Source: an optimization exercise on an open RTL-to-GDS flow (aim: small area, a short achievable clock period and few clock cycles per item). Production flows keep margins and buffers that such runs may drop. RTL that was checked went through simulation tests only; none was proved equivalent to the original. No activity file was given, so power comes from the tool's default toggle rates.

// fxc_conv
module fxc_conv (
    input  wire        clk,
    input  wire        rst,         
    input  wire        in_valid,
    output wire        in_ready,
    input  wire [31:0] in_cmd,
    input  wire [63:0] in_opnd,
    output reg         out_valid,
    output reg  [63:0] out_data,
    output reg  [1:0]  out_cause,   
    output reg  [2:0]  out_rd
);
Size in the first run: ~2100 cells after synthesis.
==> flow/config.mk <==
export PLATFORM = sky130hd
export DESIGN_NAME = fxc_conv
export DESIGN_NICKNAME = fxc_conv
export VERILOG_FILES = /design/flow/design.v
export SDC_FILE = /design/flow/constraint.sdc
export NUM_CORES = 4
export LEC_CHECK = 0
export CAP_MARGIN = 20
export CORE_MARGIN = 2
export CORE_UTILIZATION = 40
export SLEW_MARGIN = 20
==> flow/constraint.sdc <==
create_clock -name core_clock -period 12.0 [get_ports {clk}]
set_input_delay 2.4000 -clock core_clock [delete_from_list [all_inputs] [get_ports {clk}]]
set_output_delay 2.4000 -clock core_clock [all_outputs]
set_load 0.01 [all_outputs]
standard.sh (not shown) runs the stock make flow with config.mk's settings and CLKGATE_MAP_FILE= SYNTH_SCRIPT=/design/flow/synth_recipe.tcl, a recipe that flattens the netlist after the stock synthesis.
==> flow/flow/run.sh <==
#!/bin/bash
# Standard ORFS layout, with timing repair aimed below the clock period.
set -euo pipefail
bash standard.sh SETUP_SLACK_MARGIN=8.8 finish > flow_make.log 2>&1
Edit:
- CTS_CLUSTER_DIAMETER: not set -> 100
- CTS_CLUSTER_SIZE: not set -> 30
Routed wire length increases by 0.73%.
Clock skew drops by 0.0035 ns.
Register-to-register slack stays flat.
Final area climbs by 0.74%.
Total power fell by 12%.
Count of clock-buffer cells in the layout drops by 16.
Flip-flop and latch count is unchanged.
Function was not checked in any run of this note: the RTL went through the layout flow alone.

* * *

fxc_conv, a different RTL version from the one above (not shown whole).
Size: ~2200 cells after synthesis, about 330 flip-flops, about 170 I/O pins, about 0.019 mm^2 of cells after synthesis.
make LEC_CHECK=0 ABC_CLOCK_PERIOD_IN_PS=3000 CAP_MARGIN=20 CORE_MARGIN=2 CORE_UTILIZATION=40 SLEW_MARGIN=20 finish   # period 12.0 ns
run.sh (not shown) runs the stock make flow with config.mk's settings and CLKGATE_MAP_FILE= SYNTH_SCRIPT=/design/flow/synth_recipe.tcl, a recipe that flattens the netlist after the stock synthesis.
Stock flow here: none of the scripts above is used.
The first run finished clean.
Testbench counts at the start, summed over its fixed seeds: cycles 24,024, items 24,000.
Next try:
==> flow/flow/run.sh (new file) <==
#!/bin/bash
# Standard ORFS layout, with timing repair aimed below the clock period.
set -euo pipefail
bash standard.sh SETUP_SLACK_MARGIN=8.8 finish > flow_make.log 2>&1
==> flow/standard.sh (new file) <==
#!/bin/bash
# synth_recipe.tcl (not shown) runs the flow's synth.tcl, then flattens the netlist and writes it again
# the make line also repeats each setting of config.mk as NAME=value (left out here)
make -C /OpenROAD-flow-scripts/flow DESIGN_CONFIG=/design/flow/config.mk WORK_HOME=/design/flow/orfs CLKGATE_MAP_FILE= SYNTH_SCRIPT=/design/flow/synth_recipe.tcl "${@:-finish}"
Settings changed: ABC_AREA set to 1, ABC_CLOCK_PERIOD_IN_PS 3000 to unset.
removed: flow/run.sh
After rerunning: Hold slack hardly moves. Routed wire length rises by about 17%. Flip-flop and latch count is unchanged. Power rises by about 9%. Cell count rises by about 20%. Final area rises by about 13%. Worst setup slack degrades by 0.76 ns.
Next try:
==> flow/run.sh (new file) <==
#!/bin/bash
# synth_recipe.tcl (not shown) runs the flow's synth.tcl, then flattens the netlist and writes it again
# the make line also repeats each setting of config.mk as NAME=value (left out here)
make -C /OpenROAD-flow-scripts/flow DESIGN_CONFIG=/design/flow/config.mk WORK_HOME=/design/flow/orfs CLKGATE_MAP_FILE= SYNTH_SCRIPT=/design/flow/synth_recipe.tcl finish
Settings changed: ABC_AREA 1 to unset.
removed: flow/flow/run.sh
removed: flow/standard.sh
After rerunning: Final cell count came out lower by 16%. Worst hold slack hardly moves. Worst setup slack gains 0.76 ns. Maximum frequency came out higher by about 20%. Global-route usage came out lower by 3.6 points.
Next try:
==> flow/flow/run.sh (new file) <==
#!/bin/bash
# Standard ORFS layout, with timing repair aimed below the clock period.
set -euo pipefail
bash standard.sh SETUP_SLACK_MARGIN=8.8 finish > flow_make.log 2>&1
==> flow/standard.sh (new file) <==
#!/bin/bash
# synth_recipe.tcl (not shown) runs the flow's synth.tcl, then flattens the netlist and writes it again
# the make line also repeats each setting of config.mk as NAME=value (left out here)
make -C /OpenROAD-flow-scripts/flow DESIGN_CONFIG=/design/flow/config.mk WORK_HOME=/design/flow/orfs CLKGATE_MAP_FILE= SYNTH_SCRIPT=/design/flow/synth_recipe.tcl "${@:-finish}"
removed: flow/run.sh
Via count went up slightly.
Power went up slightly.
Utilization rises by 0.52 points.
Final cell count rose slightly.

-- port drivers added, routing unchanged --
The flow's constraints put no driver on any port. The routed layouts listed below were extracted and timed again, unchanged, in two steps. Step 1 assumes that a clkbuf_16 drives the clock port and a buf_2 every other input. Step 2 adds t to the input delays and takes it off the output delays; t is the mean of the earliest and latest rising clock arrival at the registers after step 1. Input paths then give back, and output paths get back, about the clock's delay inside the block. Three values: ideal, step 1, step 2; two values: the first two.
run	shift t [ns]	slack for setup (ns)	worst slew at a driven data input, ns
the first run of note 1	0.629	7.994 / 7.994 / 7.994	0.05
the second run of note 1	0.589	7.998 / 7.998 / 7.998	0.05
the first run of note 2	0.604	8.186 / 8.132 / 8.171	0.05
the second run of note 2	0.626	7.428 / 7.428 / 7.428	0.05
the third run of note 2	0.604	8.186 / 8.132 / 8.171	0.05
the fourth run of note 2	0.601	8.614 / 8.562 / 8.308	0.05
After both steps every run listed still meets setup and hold. The setup slack of the fourth run of note 2, which loses most, moves by -0.052 ns with the drivers and by -0.306 ns with both steps.
